This is an optimization exercise on Yosys and OpenROAD, whose aim is small area, a short achievable clock period and few clock cycles per item, not a production implementation.
The RTL was checked by simulation tests, not by an equivalence proof against the original design.
Power is estimated from default activity; no workload was simulated.

run 1:
==> flow/design.v (excerpt) <==
module bcm_encoder (
    input  wire        clk,
    input  wire        rst,
    input  wire        cmd_valid,
    output wire        cmd_ready,
    input  wire [1:0]  cmd_op,
    input  wire [2:0]  cmd_t,
    input  wire [1:0]  cmd_mode,
    input  wire [5:0]  cmd_x,
    input  wire [3:0]  cmd_row,
    input  wire [23:0] cmd_top,
    input  wire [23:0] cmd_bot,
    input  wire [31:0] cmd_val,
    output wire        wr_valid,
    input  wire        wr_ready,
    output wire [12:0] wr_addr,
    output wire [15:0] wr_data,
    output wire        rsp_valid,
    output wire [7:0]  rsp_data
);
For scale: roughly 160 flip-flops, roughly 140 I/O pins.
export LEC_CHECK = 0
export ABC_AREA = 1
export CAP_MARGIN = 20
export CORE_MARGIN = 2
export CORE_UTILIZATION = 65
export PLACE_DENSITY = 0.75
export SLEW_MARGIN = 20
create_clock -name core_clock -period 18.0 [get_ports {clk}]
standard.sh (not shown) runs the stock make flow with config.mk's settings and CLKGATE_MAP_FILE= SYNTH_SCRIPT=/design/flow/synth_recipe.tcl, a recipe that flattens the netlist after the stock synthesis.
==> flow/flow/run.sh <==
#!/bin/bash
# ORFS layout through the standard.sh, with these changes to how it is made:
#  - synthesis: the standard script, but ABC maps the logic with an area
#    script (strash; dch -f; amap), Yosys does not extract half/full adders and
#    inserts no buffers between register outputs and output ports (the port
#    buffers below are still inserted). Registers are mapped before ABC runs,
#    so they are the standard ones;
#  - port buffers are sky130_fd_sc_hd__buf_1 instead of the default delay buffer;
#  - CTS uses sky130_fd_sc_hd__clkbuf_8 and inserts no dummy loads;
#  - timing repair aims for a setup slack margin of 13.3 ns (the SDC is unchanged).
# Each step's full output goes to a log file in this folder.
set -euo pipefail
W=$PWD
rm -rf "$W/scripts_area"
cp -r "$FLOW_HOME/scripts" "$W/scripts_area"
printf 'strash\ndch -f\namap\ntopo\n' > "$W/scripts_area/abc_area.script"
export BUFFER_PORTS_ARGS="-buffer_cell sky130_fd_sc_hd__buf_1"
export CTS_ARGS="-sink_clustering_enable -repair_clock_nets -dont_use_dummy_load -buf_list sky130_fd_sc_hd__clkbuf_8"
export SETUP_SLACK_MARGIN=13.45
bash standard.sh SCRIPTS_DIR="$W/scripts_area" ADDER_MAP_FILE= SYNTH_INSBUF=0 synth > flow_synth.log 2>&1
bash standard.sh > flow_layout.log 2>&1
No stage failed in run 1, and the final checks on the layout all came back clean.
Testbench counts of run 1, summed over its fixed seeds: cycles 131,262, items 16,384.
Setup changes, run 1 to run 2
Settings: CORE_UTILIZATION now 80, was 65; PLACE_DENSITY now 0.88, was 0.75.
--- a/flow/flow/run.sh
+++ b/flow/flow/run.sh
@@ -17,5 +17,5 @@
 export BUFFER_PORTS_ARGS="-buffer_cell sky130_fd_sc_hd__buf_1"
 export CTS_ARGS="-sink_clustering_enable -repair_clock_nets -dont_use_dummy_load -buf_list sky130_fd_sc_hd__clkbuf_8"
-export SETUP_SLACK_MARGIN=13.45
+export SETUP_SLACK_MARGIN=13.3
 bash standard.sh SCRIPTS_DIR="$W/scripts_area" ADDER_MAP_FILE= SYNTH_INSBUF=0 synth > flow_synth.log 2>&1
 bash standard.sh > flow_layout.log 2>&1
Run 2 did not finish: a tool error stopped it during global placement (3_3_place_gp). As far as share of synthesized area occupied by flip-flops and latches is concerned, run 1 and run 2 perform about the same. Starting utilization of the core area in run 2 vs run 1: up 16 points. Diff run 1 -> run 2: floorplan die height fell by 10 um; row count dropped 11%; synthesis-stage register bit count closely matched the old numbers; horizontal die dimension now sits lower; I/O pin count was more or less identical.
Input-level comparison between run 3 and run 2:
Settings: PLACE_DENSITY now 0.75, was 0.88; CORE_UTILIZATION now 65, was 80.
## What came out
[compare] base=run 2 new=run 3: number of register bits inferred by synthesis level, starting density of the core moved down.
Run 3 finished every step from synthesis to the final layout, and the layout passed the timing, DRC and antenna checks.
On number of cell rows: between run 2 and run 3, it ends up higher for run 3.
As far as sequential element share of the synthesized area goes, run 2 and run 3 are indistinguishable; the numbers are identical.
Re count of input and output buffers: no difference whatsoever between run 2 and run 3.
Height of the die went up by more than 10% going from run 2 to run 3.
Run 3 vs run 2: horizontal die dimension up by more than 10%
Setup changes, run 3 to run 4
--- a/flow/flow/run.sh
+++ b/flow/flow/run.sh
@@ -8,5 +8,5 @@
 #  - port buffers are sky130_fd_sc_hd__buf_1 instead of the default delay buffer;
 #  - CTS uses sky130_fd_sc_hd__clkbuf_8 and inserts no dummy loads;
-#  - timing repair aims for a setup slack margin of 13.3 ns (the SDC is unchanged).
+#  - timing repair aims for a setup slack margin of 13 ns (the SDC is unchanged).
 # Each step's full output goes to a log file in this folder.
 set -euo pipefail
@@ -17,5 +17,5 @@
 export BUFFER_PORTS_ARGS="-buffer_cell sky130_fd_sc_hd__buf_1"
 export CTS_ARGS="-sink_clustering_enable -repair_clock_nets -dont_use_dummy_load -buf_list sky130_fd_sc_hd__clkbuf_8"
-export SETUP_SLACK_MARGIN=13.3
+export SETUP_SLACK_MARGIN=13
 bash standard.sh SCRIPTS_DIR="$W/scripts_area" ADDER_MAP_FILE= SYNTH_INSBUF=0 synth > flow_synth.log 2>&1
 bash standard.sh > flow_layout.log 2>&1
Notes after the runs:
Run 3 and run 4 ended up with roughly the same number of cells in the design after placement.
As far as storage element area is concerned, run 3 and run 4 perform about the same.
From run 3 to run 4 the numbers moved as follows: worst max-slew margin expressed relative to the limit +16 points, area of the die ~0 delta.
Overall track demand over capacity in global routing for run 4 is higher than for run 3.
There was hardly any difference in combinational power share between run 4 and run 3.
Run 4 reports its worst setup path category as input port to register while run 3 reports register to output port.
For hold-critical path depth, run 4 and run 3 come out practically identical.

-- static timing again, ports no longer ideal --
In the flow no input, the clock included, has a driving cell. The finished layouts below were timed again as built, in two steps. Step 1 assumes that a clkbuf_16 drives the clock port and a buf_2 every other input. Step 2 times the ports against the registers' clock, not the clock port: input delays grow and output delays shrink by t, the midpoint of the rising clock arrivals with the driver on. a / b / c = ideal / step 1 / step 2; a / b = the first two.
| run | t, ns | setup WS [ns] | worst setup path at the end |
|---|---|---|---|
| run 1 | 0.477 | 13.373 / 13.334 / 12.992 | input to register |
| run 3 | 0.474 | 13.338 / 13.300 / 12.905 | input to register |
| run 4 | 0.478 | 13.117 / 13.134 / 12.656 | input to register |
After both steps every run listed still meets setup and hold. For run 4, which loses most, drivers alone change the setup slack by +0.017 ns; drivers and shift together by -0.461 ns.
